This design comes from an exercise in tuning for small area, a short achievable clock period and few clock cycles on the open sky130 flow, not from production work.
In this exercise RTL edits were held to simulation tests only and were not proved equivalent to the original.
No activity file was given, so power comes from the tool's default toggle rates.

==> run a <==
// ckf
module ckf (
    input  wire         clk,
    input  wire         rst,
    input  wire         cmd_valid,
    output wire         cmd_ready,
    input  wire [31:0]  cmd_word,
    input  wire [7:0]   cmd_len,
    input  wire         din_valid,
    output wire         din_ready,
    input  wire [7:0]   din_data,
    output wire         done,
    output wire [7:0]   lrc,
    output wire [15:0]  crc,
    output wire [15:0]  crcout,
    output wire [15:0]  status,
    output wire [31:0]  frm,
    output wire [5:0]   out_len,
    output wire [303:0] out_data,
    output wire [5:0]   rx_len,
    output wire [255:0] rx_data
);
Settings: LEC_CHECK=0, CAP_MARGIN=20, CORE_MARGIN=2, CORE_UTILIZATION=40, SETUP_SLACK_MARGIN=5, SLEW_MARGIN=20; clock period 8.0 ns.
standard.sh (not shown) runs the stock make flow with config.mk's settings and CLKGATE_MAP_FILE= SYNTH_SCRIPT=/design/flow/synth_recipe.tcl, a recipe that flattens the netlist after the stock synthesis.
==> flow/flow/run.sh <==
#!/bin/bash
# Layout flow: the standard flow (standard.sh), unchanged synthesis, with
# the port buffers made of sky130_fd_sc_hd__buf_2 cells (buffer_ports
# -buffer_cell) instead of the cell buffer_ports picks by default.
# Each step's output goes to a log file of its own in this folder, and ORFS
# keeps its per-step logs under orfs/logs.
set -uo pipefail
bash standard.sh synth > synth.log 2>&1 || { echo "synth failed"; exit 1; }
bash standard.sh "BUFFER_PORTS_ARGS=-buffer_cell sky130_fd_sc_hd__buf_2" finish > layout.log 2>&1 || { echo "layout failed"; tail -30 layout.log; exit 1; }
echo "flow done"
==> inputs of run b, as changes to run a <==
==> flow/run.sh (new file) <==
#!/bin/bash
# synth_recipe.tcl (not shown) runs the flow's synth.tcl, then flattens the netlist and writes it again
# the make line also repeats each setting of config.mk as NAME=value (left out here)
make -C /OpenROAD-flow-scripts/flow DESIGN_CONFIG=/design/flow/config.mk WORK_HOME=/design/flow/orfs CLKGATE_MAP_FILE= SYNTH_SCRIPT=/design/flow/synth_recipe.tcl finish
removed: flow/flow/run.sh
removed: flow/standard.sh
==> inputs of run c, as changes to run a <==
--- a/flow/design.v
+++ b/flow/design.v
@@ -238,10 +238,11 @@
     wire ldec_pass  = n_lt5 || !stx_ok;
     wire ldec_len   = !lhi_ok || !llo_ok;
     wire ldec_sum   = (tl_fin != 8'h00);
     wire ldec_succ  = k_lrc_dec && !ldec_pass && !ldec_len && etx_ok && !ldec_sum;
     wire cdec_succ  = k_crc_dec && !n_lt6 && clen_ok && crc_ok;
+    wire [5:0] ol_sum = n + (k_lrc_enc ? 6'd5 : k_crc_enc ? 6'd6 : k_lrc_dec ? 6'd59 : 6'd58);
     reg [3:0] r_err;
     reg       r_ok, r_pass;
     always @(*) begin
         r_err = 4'h0; r_ok = 1'b1; r_pass = 1'b0;
         if (e_ill) begin
@@ -314,11 +315,14 @@
                 if (w_rx && wp == gi) rb[gi] <= din_q;
         end
     endgenerate
     wire       app_c = commit_q && k_rx_append && !n_z && !app_ovf;
     wire       clr_c = commit_q && k_rx_clear;
-    wire [7:0] rb0_n = (w_rx && wp == 6'd0) ? din_q : rb[0];
+    reg        b0_din;
+    always @(posedge clk)
+        if (first_q) b0_din <= (rx_len_r == 6'd0) && (n == 6'd1);
+    wire [7:0] rb0_a = b0_din ? din_q : rb[0];
     function [2:0] tier_of;      
         input [5:0] len;
         input [7:0] b;
         begin
             tier_of = 3'b000;
@@ -333,12 +337,12 @@
                     tier_of = 3'b111;
                 end
             end
         end
     endfunction
-    wire [2:0] tier_keep = tier_of(rx_len_r, rb0_n);
-    wire [2:0] tier_app  = tier_of(app_sum[5:0], rb0_n);
+    wire [2:0] tier_keep = tier_of(rx_len_r, rb[0]);
+    wire [2:0] tier_app  = tier_of(app_sum[5:0], rb0_a);
     always @(posedge clk) begin
         if (rst || clr_c) begin
             rx_len_r   <= 6'd0;
             complete_r <= 1'b0;
             tier_r     <= 2'd0;
@@ -373,14 +377,12 @@
                 if (k_crc_calc) crc_r <= tc_fin;
                 if (k_lrc_dec) frm_r <= ldec_succ ? {26'd0, n - 6'd5} : 32'd0;
                 if (k_crc_dec) frm_r <= cdec_succ ? {ob[3], ob[2], ob[1], ob[0]} : 32'd0;
                 if (k_lrc_calc) out_len_r <= 6'd1;
                 if (k_crc_calc) out_len_r <= 6'd2;
-                if (k_lrc_enc)  out_len_r <= n + 6'd5;
-                if (k_crc_enc)  out_len_r <= n + 6'd6;
-                if (k_lrc_dec)  out_len_r <= ldec_succ ? n - 6'd5 : n;
-                if (k_crc_dec)  out_len_r <= cdec_succ ? n - 6'd6 : n;
+                if (k_lrc_enc || k_crc_enc) out_len_r <= ol_sum;
+                if (k_lrc_dec || k_crc_dec) out_len_r <= (ldec_succ || cdec_succ) ? ol_sum : n;
             end
         end
     end
     assign lrc     = lrc_r;
     assign crc     = crc_r;
==> flow/run.sh (new file) <==
#!/bin/bash
# synth_recipe.tcl (not shown) runs the flow's synth.tcl, then flattens the netlist and writes it again
# the make line also repeats each setting of config.mk as NAME=value (left out here)
make -C /OpenROAD-flow-scripts/flow DESIGN_CONFIG=/design/flow/config.mk WORK_HOME=/design/flow/orfs CLKGATE_MAP_FILE= SYNTH_SCRIPT=/design/flow/synth_recipe.tcl finish
--- a/flow/config.mk
+++ b/flow/config.mk
@@ -5,8 +5,10 @@
 export SDC_FILE = /design/flow/constraint.sdc
 export NUM_CORES = 4
 export LEC_CHECK = 0
 export CAP_MARGIN = 20
 export CORE_MARGIN = 2
-export CORE_UTILIZATION = 40
+export CORE_UTILIZATION = 55
+export CTS_CLUSTER_DIAMETER = 150
+export CTS_CLUSTER_SIZE = 20
 export SETUP_SLACK_MARGIN = 5
 export SLEW_MARGIN = 20
removed: flow/flow/run.sh
removed: flow/standard.sh
==> inputs of run d, as changes to run a <==
--- a/flow/design.v
+++ b/flow/design.v
@@ -238,10 +238,11 @@
     wire ldec_pass  = n_lt5 || !stx_ok;
     wire ldec_len   = !lhi_ok || !llo_ok;
     wire ldec_sum   = (tl_fin != 8'h00);
     wire ldec_succ  = k_lrc_dec && !ldec_pass && !ldec_len && etx_ok && !ldec_sum;
     wire cdec_succ  = k_crc_dec && !n_lt6 && clen_ok && crc_ok;
+    wire [5:0] ol_sum = n + (k_lrc_enc ? 6'd5 : k_crc_enc ? 6'd6 : k_lrc_dec ? 6'd59 : 6'd58);
     reg [3:0] r_err;
     reg       r_ok, r_pass;
     always @(*) begin
         r_err = 4'h0; r_ok = 1'b1; r_pass = 1'b0;
         if (e_ill) begin
@@ -314,11 +315,14 @@
                 if (w_rx && wp == gi) rb[gi] <= din_q;
         end
     endgenerate
     wire       app_c = commit_q && k_rx_append && !n_z && !app_ovf;
     wire       clr_c = commit_q && k_rx_clear;
-    wire [7:0] rb0_n = (w_rx && wp == 6'd0) ? din_q : rb[0];
+    reg        b0_din;
+    always @(posedge clk)
+        if (first_q) b0_din <= (rx_len_r == 6'd0) && (n == 6'd1);
+    wire [7:0] rb0_a = b0_din ? din_q : rb[0];
     function [2:0] tier_of;      
         input [5:0] len;
         input [7:0] b;
         begin
             tier_of = 3'b000;
@@ -333,12 +337,12 @@
                     tier_of = 3'b111;
                 end
             end
         end
     endfunction
-    wire [2:0] tier_keep = tier_of(rx_len_r, rb0_n);
-    wire [2:0] tier_app  = tier_of(app_sum[5:0], rb0_n);
+    wire [2:0] tier_keep = tier_of(rx_len_r, rb[0]);
+    wire [2:0] tier_app  = tier_of(app_sum[5:0], rb0_a);
     always @(posedge clk) begin
         if (rst || clr_c) begin
             rx_len_r   <= 6'd0;
             complete_r <= 1'b0;
             tier_r     <= 2'd0;
@@ -373,14 +377,12 @@
                 if (k_crc_calc) crc_r <= tc_fin;
                 if (k_lrc_dec) frm_r <= ldec_succ ? {26'd0, n - 6'd5} : 32'd0;
                 if (k_crc_dec) frm_r <= cdec_succ ? {ob[3], ob[2], ob[1], ob[0]} : 32'd0;
                 if (k_lrc_calc) out_len_r <= 6'd1;
                 if (k_crc_calc) out_len_r <= 6'd2;
-                if (k_lrc_enc)  out_len_r <= n + 6'd5;
-                if (k_crc_enc)  out_len_r <= n + 6'd6;
-                if (k_lrc_dec)  out_len_r <= ldec_succ ? n - 6'd5 : n;
-                if (k_crc_dec)  out_len_r <= cdec_succ ? n - 6'd6 : n;
+                if (k_lrc_enc || k_crc_enc) out_len_r <= ol_sum;
+                if (k_lrc_dec || k_crc_dec) out_len_r <= (ldec_succ || cdec_succ) ? ol_sum : n;
             end
         end
     end
     assign lrc     = lrc_r;
     assign crc     = crc_r;
==> flow/flow/run.sh (replaced) <==
#!/bin/bash
# Layout flow: the standard flow (standard.sh), unchanged synthesis, with
# the port buffers made of sky130_fd_sc_hd__buf_1 cells (buffer_ports
# -buffer_cell) instead of the cell buffer_ports picks by default.
# Each step's output goes to a log file of its own in this folder, and ORFS
# keeps its per-step logs under orfs/logs.
set -uo pipefail
bash standard.sh synth > synth.log 2>&1 || { echo "synth failed"; exit 1; }
bash standard.sh "BUFFER_PORTS_ARGS=-buffer_cell sky130_fd_sc_hd__buf_1" finish > layout.log 2>&1 || { echo "layout failed"; tail -30 layout.log; exit 1; }
echo "flow done"
==> notes <==
Of run c and run a, run a has the higher register-to-register slack (gap 0.03 ns). Power: run d is higher than run a (3.1%). Clock-buffer cell count: run d > run b > run a > run c. Between run a and run c, the lower sequential cell count is in run a (gap 1).
==> figures <==
metric	run d	run b	run a	run c
Synth Area in XOR/XNOR	0.0295	0.0282	0.0282	0.0295
Met2 usage	0.462	0.487	0.454	0.650
Worst-margin pin slew	1.13 ns	1.02 ns	1.02 ns	1.21 ns
Logic depth of the worst register-to-register path	9	12	11	8
Result of the run	no timing/DRC/antenna violations	no timing/DRC/antenna violations	no timing/DRC/antenna violations	no timing/DRC/antenna violations
Max frequency	0.331 GHz	0.333 GHz	0.335 GHz	0.330 GHz
M1 WL	49.3 mm	48.1 mm	47.4 mm	45.4 mm
Clock Power	4.01 mW	3.78 mW	3.72 mW	2.40 mW
Setup Fix Bufs, Post-CTS	36	198	26	202
Cell Int Power	6.88 mW	6.72 mW	6.64 mW	5.61 mW
Testbench counts of run a, summed over its fixed seeds: cycles 49,920.
Testbench counts of run b, summed over its fixed seeds: cycles 49,920.
Testbench counts of run c, summed over its fixed seeds: cycles 49,920.
Testbench counts of run d, summed over its fixed seeds: cycles 49,920.

==> what the ideal ports hide <==
Ports are ideal in the flow. The routed layouts listed here were re-timed in OpenROAD. Step 1 sets driving cells, clkbuf_16 on the clock port and buf_2 on the other inputs (assumed; they add their load-dependent delay and slew). Step 2 also shifts input and output timing later by t, the mid clock arrival at the registers, as if the neighbouring blocks saw the same clock. Three values: ideal ports, drivers, drivers and shift; two values: the first two.
| run | t, ns | slack for setup (ns) | worst hold slack (ns) | worst data-port slew with drivers (ns) | pins driven straight from the clock port |
|---|---|---|---|---|---|
| run a | 0.704 | 5.014 / 4.943 / 4.371 | 0.447 / 0.447 / 0.447 | 0.07 | 1 |
| run b | 0.710 | 5.000 / 4.927 / 4.346 | 0.445 / 0.445 / 0.445 | 0.08 | 1 |
| run c | 0.686 | 4.967 / 4.900 / 4.311 | 0.456 / 0.456 / 0.456 | 0.12 | 1 |
| run d | 0.719 | 4.982 / 4.911 / 4.361 | 0.450 / 0.450 / 0.450 | 0.12 | 1 |
After both steps every run listed still meets setup and hold. For run c, which loses most, drivers alone change the setup slack by -0.067 ns; drivers and shift together by -0.656 ns.
